Background: an optimization exercise with open tools, aiming at small area. Do not read the settings as production practice. Function was checked by simulation only, so behaviour that the tests miss may differ from the original. Power is estimated from default activity; no workload was simulated.

// somfy_remote
module somfy_remote (
    input  wire        CLK,
    input  wire        RST_N,
    input  wire        CFG_RESET_ON_START,
    input  wire        REQ_VALID,
    input  wire [7:0]  REQ_LEN,
    input  wire [7:0]  REQ_DATA,
    input  wire [2:0]  REQ_SEL,
    output wire        REQ_READY,
    output wire [1:0]  MODE,
    output wire        BUSY,
    output wire        ONLINE,
    output wire        OUT_VALID,
    output wire [1:0]  OUT_KIND,
    output wire [2:0]  OUT_CODE,
    output wire [3:0]  OUT_BTN,
    output wire [23:0] OUT_IDENT,
    output wire [7:0]  OUT_CHAR,
    output wire        ACK_VALID,
    output wire [23:0] ACK_IDENT,
    output wire [7:0]  ACK_CHAR,
    output wire [2:0]  NVM_ADDR,
    output wire        NVM_RE,
    output wire        NVM_WE,
    output wire [32:0] NVM_WDATA,
    input  wire [32:0] NVM_RDATA,
    input  wire        NVM_DONE,
    input  wire        NVM_OK,
    output wire        RADIO_TX_REQ,
    input  wire        RADIO_TX_OK,
    output wire        RADIO_STBY_REQ,
    input  wire        RADIO_READY,
    output wire        LINE
);
For scale: about 540 cells after synthesis, ~68 flip-flops, ~180 I/O pins, ~0.0045 mm² of cells after synthesis.
Settings: LEC_CHECK=0, CAP_MARGIN=20, CORE_MARGIN=2, CORE_UTILIZATION=60, SLEW_MARGIN=20; clock period 10.0 ns.
standard.sh (not shown) runs the stock make flow with config.mk's settings and CLKGATE_MAP_FILE= SYNTH_SCRIPT=/design/flow/synth_recipe.tcl, a recipe that flattens the netlist after the stock synthesis.
==> flow/flow/run.sh <==
#!/bin/bash
# The standard layout (standard.sh), with:
#  - synthesis: ABC maps for area (flow/synth.tcl, flow/area.abc);
#  - port buffers of the smallest buffer cell;
#  - a clock tree of small buffers without dummy loads.
set -euo pipefail
export FLOW_WORK="$PWD"
export AREA_ABC_SCRIPT="$PWD/flow/area.abc"
bash standard.sh \
  "SYNTH_SCRIPT=$PWD/flow/synth.tcl" \
  "BUFFER_PORTS_ARGS=-buffer_cell sky130_fd_sc_hd__buf_1" \
  "CTS_ARGS=-sink_clustering_enable -repair_clock_nets -dont_use_dummy_load -buf_list {sky130_fd_sc_hd__clkbuf_8} -sink_clustering_size 25 -sink_clustering_max_diameter 150" \
  finish > standard_flow.log 2>&1
==> flow/flow/area.abc <==
strash
dch -f
map -a
mfs2
strash
dch -f
map -a
topo
==> flow/flow/synth.tcl <==
# The standard synthesis (synth_recipe.tcl), with ABC's technology mapping
# run on an area-oriented script (flow/area.abc) in place of ORFS's speed
# script. Flip-flop mapping and register names are unchanged.
proc abc {args} {
  set i [lsearch -exact $args -script]
  if { $i >= 0 } {
    set args [lreplace $args [expr {$i + 1}] [expr {$i + 1}] $::env(AREA_ABC_SCRIPT)]
  }
  yosys abc {*}$args
}
source $::env(FLOW_WORK)/synth_recipe.tcl
The starting point finished clean.
Edit:
--- a/flow/flow/run.sh
+++ b/flow/flow/run.sh
@@ -11,3 +11,3 @@
   "BUFFER_PORTS_ARGS=-buffer_cell sky130_fd_sc_hd__buf_1" \
-  "CTS_ARGS=-sink_clustering_enable -repair_clock_nets -dont_use_dummy_load -buf_list {sky130_fd_sc_hd__clkbuf_8} -sink_clustering_size 25 -sink_clustering_max_diameter 150" \
+  "CTS_ARGS=-sink_clustering_enable -repair_clock_nets -dont_use_dummy_load -buf_list {sky130_fd_sc_hd__clkbuf_4 sky130_fd_sc_hd__clkbuf_8} -sink_clustering_size 10" \
   finish > standard_flow.log 2>&1
What happened: Fmax is unchanged. Sequential power hardly moves. Area after synthesis does not change. Worst hold slack stays the same.

========
Another version of the RTL of somfy_remote (not shown whole).
Size: ~440 cells after synthesis, ~180 I/O pins, about 0.0039 mm² of cells after synthesis.
// somfy_remote
module somfy_remote (
    input  wire        CLK,
    input  wire        RST_N,
    input  wire        CFG_RESET_ON_START,
    input  wire        REQ_VALID,
    input  wire [7:0]  REQ_LEN,
    input  wire [7:0]  REQ_DATA,
    input  wire [2:0]  REQ_SEL,
    output wire        REQ_READY,
    output wire [1:0]  MODE,
    output wire        BUSY,
    output wire        ONLINE,
    output wire        OUT_VALID,
    output wire [1:0]  OUT_KIND,
    output wire [2:0]  OUT_CODE,
    output wire [3:0]  OUT_BTN,
    output wire [23:0] OUT_IDENT,
    output wire [7:0]  OUT_CHAR,
    output wire        ACK_VALID,
    output wire [23:0] ACK_IDENT,
    output wire [7:0]  ACK_CHAR,
    output wire [2:0]  NVM_ADDR,
    output wire        NVM_RE,
    output wire        NVM_WE,
    output wire [32:0] NVM_WDATA,
    input  wire [32:0] NVM_RDATA,
    input  wire        NVM_DONE,
    input  wire        NVM_OK,
    output wire        RADIO_TX_REQ,
    input  wire        RADIO_TX_OK,
    output wire        RADIO_STBY_REQ,
    input  wire        RADIO_READY,
    output wire        LINE
);
    localparam [3:0] S_ILOAD  = 4'd0,    
                     S_IWRITE = 4'd1,    
                     S_IDLE   = 4'd2,
                     S_READ   = 4'd3,
                     S_FIN    = 4'd4,    
                     S_WRITE  = 4'd5,    
                     S_TXON   = 4'd6,
                     S_OFF    = 4'd7,
                     S_WH     = 4'd8,    
                     S_WL     = 4'd9,
                     S_HWS    = 4'd10,
                     S_SWSH   = 4'd11,
                     S_SWSL   = 4'd12,
                     S_DATA   = 4'd13,
                     S_SIL    = 4'd14,
                     S_WL2    = 4'd15;   
    reg [3:0]  st;
    reg        failed;       
    reg [2:0]  code;         
    reg [1:0]  dev;          
    reg [7:0]  rdata;        
    reg [31:0] ctr;          
  ...
==> flow/config.mk <==
export PLATFORM = sky130hd
export DESIGN_NAME = somfy_remote
export DESIGN_NICKNAME = somfy_remote
export VERILOG_FILES = /design/flow/design.v
export SDC_FILE = /design/flow/constraint.sdc
export NUM_CORES = 4
export LEC_CHECK = 0
export CAP_MARGIN = 20
export CORE_MARGIN = 2
export CORE_UTILIZATION = 75
export SLEW_MARGIN = 20
==> flow/constraint.sdc <==
create_clock -name core_clock -period 10.0 [get_ports {CLK}]
set_input_delay 2.0000 -clock core_clock [delete_from_list [all_inputs] [get_ports {CLK}]]
set_output_delay 2.0000 -clock core_clock [all_outputs]
set_load 0.01 [all_outputs]
==> flow/flow/run.sh <==
#!/bin/bash
# The standard layout (standard.sh), with:
#  - synthesis: ABC maps for area (flow/synth.tcl, flow/area.abc);
#  - port buffers of the smallest buffer cell;
#  - a clock tree of small buffers without dummy loads.
set -euo pipefail
export FLOW_WORK="$PWD"
export AREA_ABC_SCRIPT="$PWD/flow/area.abc"
bash standard.sh \
  "SYNTH_SCRIPT=$PWD/flow/synth.tcl" \
  "BUFFER_PORTS_ARGS=-buffer_cell sky130_fd_sc_hd__buf_1" \
  "CTS_ARGS=-sink_clustering_enable -repair_clock_nets -dont_use_dummy_load -buf_list {sky130_fd_sc_hd__clkbuf_8}" \
  finish > standard_flow.log 2>&1
==> flow/flow/area.abc <==
&get -n
&st
&deepsyn -T 180
&dch -f
&nf -R 1000 -p
&put
mfs2
strash
&get -n
&st
&dch -f
&nf -R 1000 -p
&put
topo
==> flow/flow/synth.tcl <==
proc abc {args} {
  set i [lsearch -exact $args -script]
  if { $i >= 0 } {
    set args [lreplace $args [expr {$i + 1}] [expr {$i + 1}] $::env(AREA_ABC_SCRIPT)]
  }
  yosys abc {*}$args
}
source $::env(FLOW_WORK)/synth_recipe.tcl
Change:
--- a/flow/flow/run.sh
+++ b/flow/flow/run.sh
@@ -3 +2,0 @@
-#  - synthesis: ABC maps for area (flow/synth.tcl, flow/area.abc);
@@ -10,0 +10 @@
+  "ADDER_MAP_FILE=" \
--- a/flow/config.mk
+++ b/flow/config.mk
@@ -10 +10 @@
-export CORE_UTILIZATION = 75
+export CORE_UTILIZATION = 85
After rerunning:
- This time the run did not get past global placement without I/O (3_1_place_gp_skip_io) on GPL-0301
- synthesized area is lower by about 5%
- synthesized cell count is higher by 4.3%

## re-timing with driven ports
The results above use ideal ports. As a check the final layouts listed here were re-extracted and re-timed, cells and wires unchanged.
Step 1 sets driving cells, clkbuf_16 on the clock port and buf_2 on the other inputs (assumed; they add their load-dependent delay and slew).
Step 2 moves the port delays by t, midway between the first and last clock arrival at a register: inputs arrive t later, outputs are due t later. That takes back most of the time a late clock gives input paths.
Three values: ideal ports, drivers, drivers and shift; two values: the first two.
| run | t, ns | setup slack, ns | worst setup path at the end | worst slew at a driven data input, ns | cell pins on the clock port's net |
|---|---|---|---|---|---|
| the first run of note 1 | 0.367 | 1.362 / 1.332 / 1.700 | register to output | 0.04 | 1 |
| the second run of note 1 | 0.367 | 1.362 / 1.332 / 1.700 | register to output | 0.04 | 1 |
| the first run of note 2 | 0.327 | 1.196 / 1.167 / 1.493 | register to output | 0.04 | 1 |
After both steps setup and hold are still met in every run listed.
